Source: an optimization exercise on an open RTL-to-GDS flow (aim: small area, a short achievable clock period and few clock cycles per item). Production flows keep margins and buffers that such runs may drop. At most, simulation tests tie the RTL to the original design; equivalence was not proved. No activity file was given, so power comes from the tool's default toggle rates.

==> run F <==
==> flow/design.v <==
module pf_engine (
    input  wire        clk,
    input  wire        rst,
    input  wire        cmd_valid,
    output wire        cmd_ready,
    input  wire [1:0]  cmd_op,
    input  wire [7:0]  cmd_klen,
    input  wire [7:0]  cmd_tlen,
    input  wire        in_valid,
    output wire        in_ready,
    input  wire [7:0]  in_data,
    output wire        out_valid,
    input  wire        out_ready,
    output wire [7:0]  out_data,
    output wire        done,
    output wire [2:0]  err_code,
    output wire [15:0] err_info
);
    localparam OP_ENC = 2'd0, OP_DEC = 2'd1, OP_MAT = 2'd2;
    localparam SC_NONE = 2'd0, SC_EMPTY = 2'd1, SC_ODD = 2'd2, SC_BAD = 2'd3;
    localparam IS_IDLE = 2'd0, IS_CAP = 2'd1, IS_STREAM = 2'd2;
    function [5:0] alpha(input integer i);
        alpha = (i < 26) ? (6'd33 + i) : (i - 10);
    endfunction
    reg [1:0] ist;
    reg       cmd_ready_r, in_ready_r;
    reg [1:0] op_in;
    reg [7:0] krem, trem;
    reg [1:0] sc_in;
    reg       started;
    reg       init_req;
    reg [7:0] mb, sb;
    reg       m_v, s_v;
    reg       m_first, m_last, m_text, m_null;
    reg       s_first, s_last, s_text, s_null;
    reg       m_okE, m_okD, m_sp, m_low;
    reg       s_okE, s_okD, s_sp, s_low;
    wire i_up  = (in_data >= 8'h41 && in_data <= 8'h5a);
    wire i_low = (in_data >= 8'h61 && in_data <= 8'h7a);
    wire i_dig = (in_data >= 8'h30 && in_data <= 8'h39);
    wire i_sp  = (in_data == 8'h20);
    assign cmd_ready = cmd_ready_r;
    assign in_ready  = in_ready_r;
    wire cmd_fire = cmd_valid & cmd_ready_r;
    wire in_fire  = in_valid & in_ready_r;
    wire cap_op3  = (op_in == 2'd3);
    wire cap_kz   = (krem == 8'd0);
    wire cap_tz   = (trem == 8'd0);
    wire cap_has  = !cap_op3 & (!cap_kz | (!op_in[1] & !cap_tz));
    wire null_fire = (ist == IS_CAP) & !cap_has & !s_v;
    wire rem_last = (krem == 8'd1 & trem == 8'd0) | (krem == 8'd0 & trem == 8'd1);
    wire enq      = in_fire | null_fire;
    wire e_first  = null_fire | !started;
    wire e_last   = null_fire | rem_last;
    wire e_text   = !null_fire & (krem == 8'd0);
    wire e_null   = null_fire;
    reg  [5:0]  L [0:35];
    reg  [5:0]  nkey;        
    wire [35:0] T;           
    genvar gt;
    generate for (gt = 0; gt < 36; gt = gt + 1) begin : g_t
        assign T[gt] = (nkey <= gt);
    end endgenerate
    wire [5:0] s = {mb[6], mb[4:0]};
    wire [35:0] m;
    genvar gi;
    generate for (gi = 0; gi < 36; gi = gi + 1) begin : g_cmp
        assign m[gi] = (L[gi] == s);
    end endgenerate
    wire [35:0] ge0 = m;
    wire [35:0] ge1 = ge0 | {1'b0,  ge0[35:1]};
    wire [35:0] ge2 = ge1 | {2'b0,  ge1[35:2]};
    wire [35:0] ge3 = ge2 | {4'b0,  ge2[35:4]};
    wire [35:0] ge4 = ge3 | {8'b0,  ge3[35:8]};
    wire [35:0] ge5 = ge4 | {16'b0, ge4[35:16]};
    wire [35:0] ge  = ge5 | {32'b0, ge5[35:32]};
    wire [35:0] firstcell = T & ~{T[34:0], 1'b0};
    wire [35:0] region    = T & ge;
    wire [5:0] row_s, col_s;
    generate for (gi = 0; gi < 6; gi = gi + 1) begin : g_rc
        assign row_s[gi] = |m[6*gi +: 6];
        assign col_s[gi] = m[gi] | m[gi+6] | m[gi+12] | m[gi+18] | m[gi+24] | m[gi+30];
    end endgenerate
    wire is_space = m_sp;
    wire ok_enc   = m_okE;
    wire ok_dec   = m_okD;
    wire [7:0] mb_up = m_low ? {mb[7:6], 1'b0, mb[4:0]} : mb;
    reg [1:0] op_a;
    reg [1:0] sc_a;
    reg       err_i;
    reg       pok;           
    reg       openc;         
    reg       have_a;
    reg [5:0] pa_r, pa_c;
    reg [2:0] err_r;
    reg [15:0] info_r;       
    reg [5:0] cur_r, cur_c, nxt_r, nxt_c;
    reg       busy_b, has_nxt, mat_mode, end_b;
    reg [7:0] f0;
    reg       v0;
    reg       done_r;
    wire room      = !v0 | out_ready;
    wire emit      = busy_b & room;
    wire cur_last  = cur_r[5] & cur_c[5];
    wire last_emit = mat_mode ? cur_last : !has_nxt;
    wire busy_after = busy_b & !(emit & last_emit);
    wire ev_key  = m_v & !m_text & !m_null;
    wire ev_text = m_v & m_text;
    wire op_enc  = openc;
    wire proc_en = ev_text & !m_first & pok;
    wire t_space = op_enc & is_space;
    wire t_ok    = op_enc ? ok_enc : ok_dec;
    wire t_bad   = proc_en & !t_space & !t_ok;
    wire t_sym   = proc_en & !t_space & t_ok;
    wire t_pair  = t_sym & have_a;
    wire have_n  = t_sym ? !have_a : have_a;
    wire pad     = ev_text & m_last & op_enc & proc_en & !t_bad & have_n;
    wire [1:0] sc_now = m_first ? sc_in : sc_a;
    wire [1:0] op_now = m_first ? op_in : op_a;
    wire is_end  = m_v & m_last & !pad;
    wire mat_end = is_end & (op_now == OP_MAT);
    wire need_b  = (ev_text & t_pair) | mat_end | ev_key;
    wire need_c  = ev_text | is_end;
    wire stall   = (need_b & busy_after) | (need_c & (end_b | done_r));
    wire hold_f  = init_req & m_first;
    wire take    = m_v & !stall & !hold_f;
    wire do_init = init_req & (!m_v | m_first) & !busy_after;
    wire do_ins  = m_v & !m_text & !m_null & ok_enc & !busy_after &
                   !(m_last & (end_b | done_r)) & !(init_req & m_first);
    wire dec_dir = (op_a == OP_DEC);
    function [5:0] step(input [5:0] x, input d);
        step = d ? {x[0], x[5:1]} : {x[4:0], x[5]};
    endfunction
    wire sr = |(pa_r & row_s);
    wire scl = |(pa_c & col_s);
    wire colrule = scl & !sr;
    wire [5:0] c0_r = colrule ? step(pa_r, dec_dir) : pa_r;
    wire [5:0] c0_c = sr ? step(pa_c, dec_dir) : (scl ? pa_c : col_s);
    wire [5:0] c1_r = colrule ? step(row_s, dec_dir) : row_s;
    wire [5:0] c1_c = sr ? step(col_s, dec_dir) : (scl ? col_s : pa_c);
    wire load_pair = m_v & m_text & !m_first & pok & have_a & t_ok & !t_space &
                     !busy_after & !end_b & !done_r;
    wire load_mat  = take & mat_end;
    wire end_now   = take & is_end;
    wire [7:0] pidx_n = (take & ev_text & !err_i & !t_bad & !t_space) ? info_r[15:8] + 8'd1
                                                                   : info_r[15:8];
    wire       err_n  = (err_i & !m_first) | t_bad;
    wire [7:0] eb_n   = t_bad ? (op_enc ? mb_up : mb) : info_r[7:0];
    reg [5:0] rd;
    integer k;
    always @(*) begin
        rd = 6'd0;
        for (k = 0; k < 36; k = k + 1)
            rd = rd | (L[k] & {6{cur_r[k/6] & cur_c[k%6]}});
    end
    wire [7:0] rd_ascii = {1'b0, rd[5], ~rd[5], rd[4:0]};
    wire consume = take;
    wire pop     = v0 & out_ready;
    reg        m_v_n, s_v_n, mf_n, sf_n;
    always @(*) begin
        m_v_n = m_v;
        s_v_n = s_v;
        if (take & pad) begin
            m_v_n = 1'b1;
            if (enq) s_v_n = 1'b1;
        end else if (s_v) begin
            if (consume) begin m_v_n = 1'b1; s_v_n = 1'b0; end
        end else if (!m_v | consume) begin
            m_v_n = enq;
        end else if (enq) begin
            s_v_n = 1'b1;
        end
    end
    wire [1:0] ist_n = cmd_fire ? IS_CAP :
                       (ist == IS_CAP) ? (cap_has ? IS_STREAM : (null_fire ? IS_IDLE : IS_CAP)) :
                       (ist == IS_STREAM && in_fire && rem_last) ? IS_IDLE : ist;
    wire mfirst_n = (take & pad) ? 1'b0 :
                    (s_v & consume) ? s_first :
                    (!s_v & (!m_v | consume)) ? (enq & e_first) : (m_v & m_first);
    wire sfirst_n = (take & pad) ? (s_v ? s_first : (enq & e_first)) :
                    (s_v & consume) ? 1'b0 :
                    s_v ? s_first :
                    (!s_v & m_v & !consume) ? (enq & e_first) : 1'b0;
    always @(posedge clk) begin
        if (cmd_ready_r) begin
            op_in <= cmd_op;
            krem  <= cmd_klen;
            trem  <= cmd_tlen;
        end
        if (ist == IS_CAP) begin
            sc_in <= cap_op3 ? SC_BAD :
                     (!op_in[1] & cap_kz) ? SC_EMPTY :
                     (op_in == OP_DEC & trem[0]) ? SC_ODD : SC_NONE;
            if (op_in[1]) trem <= 8'd0;
            if (cap_op3)  krem <= 8'd0;
            started <= 1'b0;
        end else if (ist == IS_STREAM && in_fire) begin
            started <= 1'b1;
            if (krem != 8'd0) krem <= krem - 8'd1;
            else              trem <= trem - 8'd1;
        end
        if (take & pad) begin
            mb <= 8'h58;
            m_first <= 1'b0; m_last <= 1'b1; m_text <= 1'b1; m_null <= 1'b0;
            m_okE <= 1'b1; m_okD <= 1'b1; m_sp <= 1'b0; m_low <= 1'b0;
            if (!s_v) begin
                sb <= in_data;
                s_first <= e_first; s_last <= e_last; s_text <= e_text; s_null <= e_null;
                s_okE <= i_up | i_low | i_dig; s_okD <= i_up | i_dig; s_sp <= i_sp; s_low <= i_low;
            end
        end else if (s_v) begin
            if (consume) begin
                mb <= sb;
                m_first <= s_first; m_last <= s_last; m_text <= s_text; m_null <= s_null;
                m_okE <= s_okE; m_okD <= s_okD; m_sp <= s_sp; m_low <= s_low;
            end
        end else begin
            if (!m_v | consume) begin
                mb <= in_data;
                m_first <= e_first; m_last <= e_last; m_text <= e_text; m_null <= e_null;
                m_okE <= i_up | i_low | i_dig; m_okD <= i_up | i_dig; m_sp <= i_sp; m_low <= i_low;
            end
            sb <= in_data;
            s_first <= e_first; s_last <= e_last; s_text <= e_text; s_null <= e_null;
            s_okE <= i_up | i_low | i_dig; s_okD <= i_up | i_dig; s_sp <= i_sp; s_low <= i_low;
        end
        if (do_init) begin : init_blk
            integer i;
            for (i = 0; i < 36; i = i + 1) L[i] <= alpha(i);
            nkey <= 6'd0;
        end else if (do_ins) begin : ins_blk
            integer i;
            for (i = 0; i < 36; i = i + 1)
                if (region[i])
                    L[i] <= firstcell[i] ? s : L[(i + 35) % 36];
            if (|(m & T)) nkey <= nkey + 6'd1;
        end
        if (take) begin
            if (m_first) begin
                pok    <= (sc_in == SC_NONE);
                openc  <= (op_in == OP_ENC);
                op_a   <= op_in;
                sc_a   <= sc_in;
                have_a <= 1'b0;
                err_i  <= 1'b0;
            end
            if (ev_text) begin
                if (t_sym & !have_a) begin
                    pa_r <= row_s;
                    pa_c <= col_s;
                end
                have_a <= have_n;
                if (t_bad) begin err_i <= 1'b1; pok <= 1'b0; end
                info_r <= {pidx_n, eb_n};
            end
            if (is_end) begin
                err_r  <= (sc_now == SC_BAD)   ? 3'd5 :
                          (sc_now == SC_EMPTY) ? 3'd3 :
                          (sc_now == SC_ODD)   ? 3'd4 :
                          err_n                ? 3'd1 : 3'd0;
                info_r <= (sc_now == SC_BAD)   ? 16'd3 :
                          (sc_now == SC_EMPTY) ? 16'd2 :
                          (sc_now == SC_ODD)   ? {pidx_n, 8'd0} :
                          err_n                ? {pidx_n, eb_n} : 16'd0;
            end
        end
        if (done_r) info_r <= 16'd0;
        if (load_pair) begin
            cur_r <= c0_r; cur_c <= c0_c;
            nxt_r <= c1_r; nxt_c <= c1_c;
        end else if (load_mat) begin
            cur_r <= 6'b000001; cur_c <= 6'b000001;
        end else if (emit) begin
            if (mat_mode) begin
                if (cur_c[5]) begin
                    cur_c <= 6'b000001;
                    cur_r <= {cur_r[4:0], cur_r[5]};
                end else begin
                    cur_c <= {cur_c[4:0], cur_c[5]};
                end
            end else begin
                cur_r <= nxt_r; cur_c <= nxt_c;
            end
        end
        if (emit) f0 <= rd_ascii;
        if (rst) begin
            ist         <= IS_IDLE;
            cmd_ready_r <= 1'b1;
            in_ready_r  <= 1'b0;
            init_req    <= 1'b0;
            m_v         <= 1'b0;
            s_v         <= 1'b0;
            busy_b      <= 1'b0;
            has_nxt     <= 1'b0;
            mat_mode    <= 1'b0;
            end_b       <= 1'b0;
            v0          <= 1'b0;
            done_r      <= 1'b0;
            info_r      <= 16'd0;
            err_i       <= 1'b0;
        end else begin
            ist         <= ist_n;
            cmd_ready_r <= (ist_n == IS_IDLE) & !mfirst_n & !sfirst_n;
            in_ready_r  <= (ist_n == IS_STREAM) & !s_v_n;
            m_v         <= m_v_n;
            s_v         <= s_v_n;
            if (ist == IS_CAP & ist_n != IS_CAP) init_req <= !cap_op3;
            else if (do_init)                     init_req <= 1'b0;
            if (load_pair) begin
                busy_b <= 1'b1; has_nxt <= 1'b1; mat_mode <= 1'b0;
            end else if (load_mat) begin
                busy_b <= 1'b1; has_nxt <= 1'b0; mat_mode <= 1'b1;
            end else if (emit) begin
                if (last_emit) begin busy_b <= 1'b0; mat_mode <= 1'b0; end
                if (!mat_mode) has_nxt <= 1'b0;
            end
            v0 <= emit | (v0 & !out_ready);
            done_r <= end_b & !busy_after & !(load_pair | load_mat) &
                      !emit & !(v0 & !out_ready);
            if (end_now)                  end_b <= 1'b1;
            else if (end_b & !busy_after &
                     !emit & !(v0 & !out_ready))
                                          end_b <= 1'b0;
        end
    end
    assign out_valid = v0;
    assign out_data  = f0;
    assign done      = done_r;
    assign err_code  = err_r;
    assign err_info  = info_r;
endmodule
==> flow/flow/run.sh <==
#!/bin/bash
set -euo pipefail
bash standard.sh BUFFER_PORTS_ARGS="-buffer_cell sky130_fd_sc_hd__buf_4" \
    SETUP_SLACK_MARGIN=6.8 TNS_END_PERCENT=100 finish > standard_flow.log 2>&1
==> flow/standard.sh <==
#!/bin/bash
# synth_recipe.tcl (not shown) runs the flow's synth.tcl, then flattens the netlist and writes it again
# the make line also repeats each setting of config.mk as NAME=value (left out here)
make -C /OpenROAD-flow-scripts/flow DESIGN_CONFIG=/design/flow/config.mk WORK_HOME=/design/flow/orfs CLKGATE_MAP_FILE= SYNTH_SCRIPT=/design/flow/synth_recipe.tcl "${@:-finish}"
==> flow/config.mk <==
export PLATFORM = sky130hd
export DESIGN_NAME = pf_engine
export DESIGN_NICKNAME = pf_engine
export VERILOG_FILES = /design/flow/design.v
export SDC_FILE = /design/flow/constraint.sdc
export NUM_CORES = 4
export LEC_CHECK = 0
export CAP_MARGIN = 20
export CORE_MARGIN = 2
export CORE_UTILIZATION = 40
export SLEW_MARGIN = 20
==> flow/constraint.sdc <==
create_clock -name core_clock -period 10.0 [get_ports {clk}]
set_input_delay 2.0000 -clock core_clock [delete_from_list [all_inputs] [get_ports {clk}]]
set_output_delay 2.0000 -clock core_clock [all_outputs]
set_load 0.01 [all_outputs]
==> inputs of run C, as changes to run F <==
--- a/flow/design.v
+++ b/flow/design.v
@@ -57,8 +57,3 @@
     reg  [5:0]  L [0:35];
-    reg  [5:0]  nkey;        
-    wire [35:0] T;           
-    genvar gt;
-    generate for (gt = 0; gt < 36; gt = gt + 1) begin : g_t
-        assign T[gt] = (nkey <= gt);
-    end endgenerate
+    reg  [35:0] T;           
     wire [5:0] s = {mb[6], mb[4:0]};
@@ -98,6 +93,6 @@
     reg       busy_b, has_nxt, mat_mode, end_b;
-    reg [7:0] f0;
-    reg       v0;
+    reg [7:0] f0, f1;
+    reg       v0, v1;
     reg       done_r;
-    wire room      = !v0 | out_ready;
+    wire room      = !v1;
     wire emit      = busy_b & room;
@@ -229,3 +224,3 @@
             for (i = 0; i < 36; i = i + 1) L[i] <= alpha(i);
-            nkey <= 6'd0;
+            T <= {36{1'b1}};
         end else if (do_ins) begin : ins_blk
@@ -235,3 +230,3 @@
                     L[i] <= firstcell[i] ? s : L[(i + 35) % 36];
-            if (|(m & T)) nkey <= nkey + 6'd1;
+            T <= T & ~(firstcell & region);
         end
@@ -284,3 +279,4 @@
         end
-        if (emit) f0 <= rd_ascii;
+        if (!v0 | pop) f0 <= v1 ? f1 : rd_ascii;
+        if (!v1)       f1 <= rd_ascii;
         if (rst) begin
@@ -297,2 +293,3 @@
             v0          <= 1'b0;
+            v1          <= 1'b0;
             done_r      <= 1'b0;
@@ -316,8 +313,11 @@
             end
-            v0 <= emit | (v0 & !out_ready);
+            v0 <= v1 ? 1'b1 : (v0 ? (!pop | emit) : emit);
+            v1 <= v1 ? !pop : (v0 & !pop & emit);
             done_r <= end_b & !busy_after & !(load_pair | load_mat) &
-                      !emit & !(v0 & !out_ready);
+                      !(v1 ? 1'b1 : (v0 ? (!pop | emit) : emit)) &
+                      !(v1 ? !pop : (v0 & !pop & emit));
             if (end_now)                  end_b <= 1'b1;
             else if (end_b & !busy_after &
-                     !emit & !(v0 & !out_ready))
+                     !(v1 ? 1'b1 : (v0 ? (!pop | emit) : emit)) &
+                     !(v1 ? !pop : (v0 & !pop & emit)))
                                           end_b <= 1'b0;
==> flow/flow/run.sh (replaced) <==
#!/bin/bash
set -euo pipefail
bash standard.sh BUFFER_PORTS_ARGS="-buffer_cell sky130_fd_sc_hd__buf_4" finish > standard_flow.log 2>&1
==> metrics.md <==
| Metric | Value |
|---|---|
| Sequential power | 0.00233 W |
| WL met1 | 33400 µm |
| Count of plain and timing-repair buffers | 93 |
| Status | no timing/DRC/antenna violations |
| Syn_area_per_cell | 9.01 µm² |
| Power Dens Cells | 217 nW/µm² |
| Nets | 2483 |
| Synth Area in Compound Gates | 0.179 |
| Clock latency on the worst-skew pair | 610 ps |
| Largest net degree at the start of global routing | 78 |
| EDFF count, synth | 74 |
| Worst Setup Slack post-DPL | 5270 ps |
| Tap cell count | 756 |
| Met3 Use GR | 0.0449 |
| Worst path required time | 10330 ps |
| Hold path startpoint | f1[5]$_DFF_P_ |
| Post-DP HPWL | 51700 µm |
the above is filed under run C

==> metrics.md <==
| Metric | Value |
|---|---|
| Status | no timing/DRC/antenna violations |
| Largest net degree at the start of global routing | 71 |
| Count of plain and timing-repair buffers | 281 |
| Worst path required time | 10550 ps |
| Sequential power | 0.00203 W |
| Power Dens Cells | 191 nW/µm² |
| WL met1 | 37600 µm |
| Worst Setup Slack post-DPL | 5060 ps |
the above is filed under run F

Testbench counts of run C, summed over its fixed seeds: cycles 24,755, bytes 24,035.
Function not checked in run F: the RTL went through the layout flow alone.

what the ideal ports hide:
How much do the figures lean on ideal ports? The routed layouts below were timed once more, with nothing changed but the port constraints.
Step 1 (the two cells are an assumption about what drives the block):
set clk [get_ports {clk}]
set_driving_cell -lib_cell sky130_fd_sc_hd__clkbuf_16 $clk
set_driving_cell -lib_cell sky130_fd_sc_hd__buf_2 [delete_from_list [all_inputs] $clk]
Step 2 times the ports against the registers' clock, not the clock port: input delays grow and output delays shrink by t, the midpoint of the rising clock arrivals with the driver on.
a / b / c = ideal / step 1 / step 2; a / b = the first two.
run	t (ns)	setup WS [ns]	worst slew at a driven data input, ns
run F	0.671	6.666 / 6.681 / 6.010	0.04
run C	0.657	5.108 / 5.108 / 5.108	0.04
After both steps every run listed still meets setup and hold. The setup slack of run F, which loses most, moves by +0.015 ns with the drivers and by -0.656 ns with both steps.
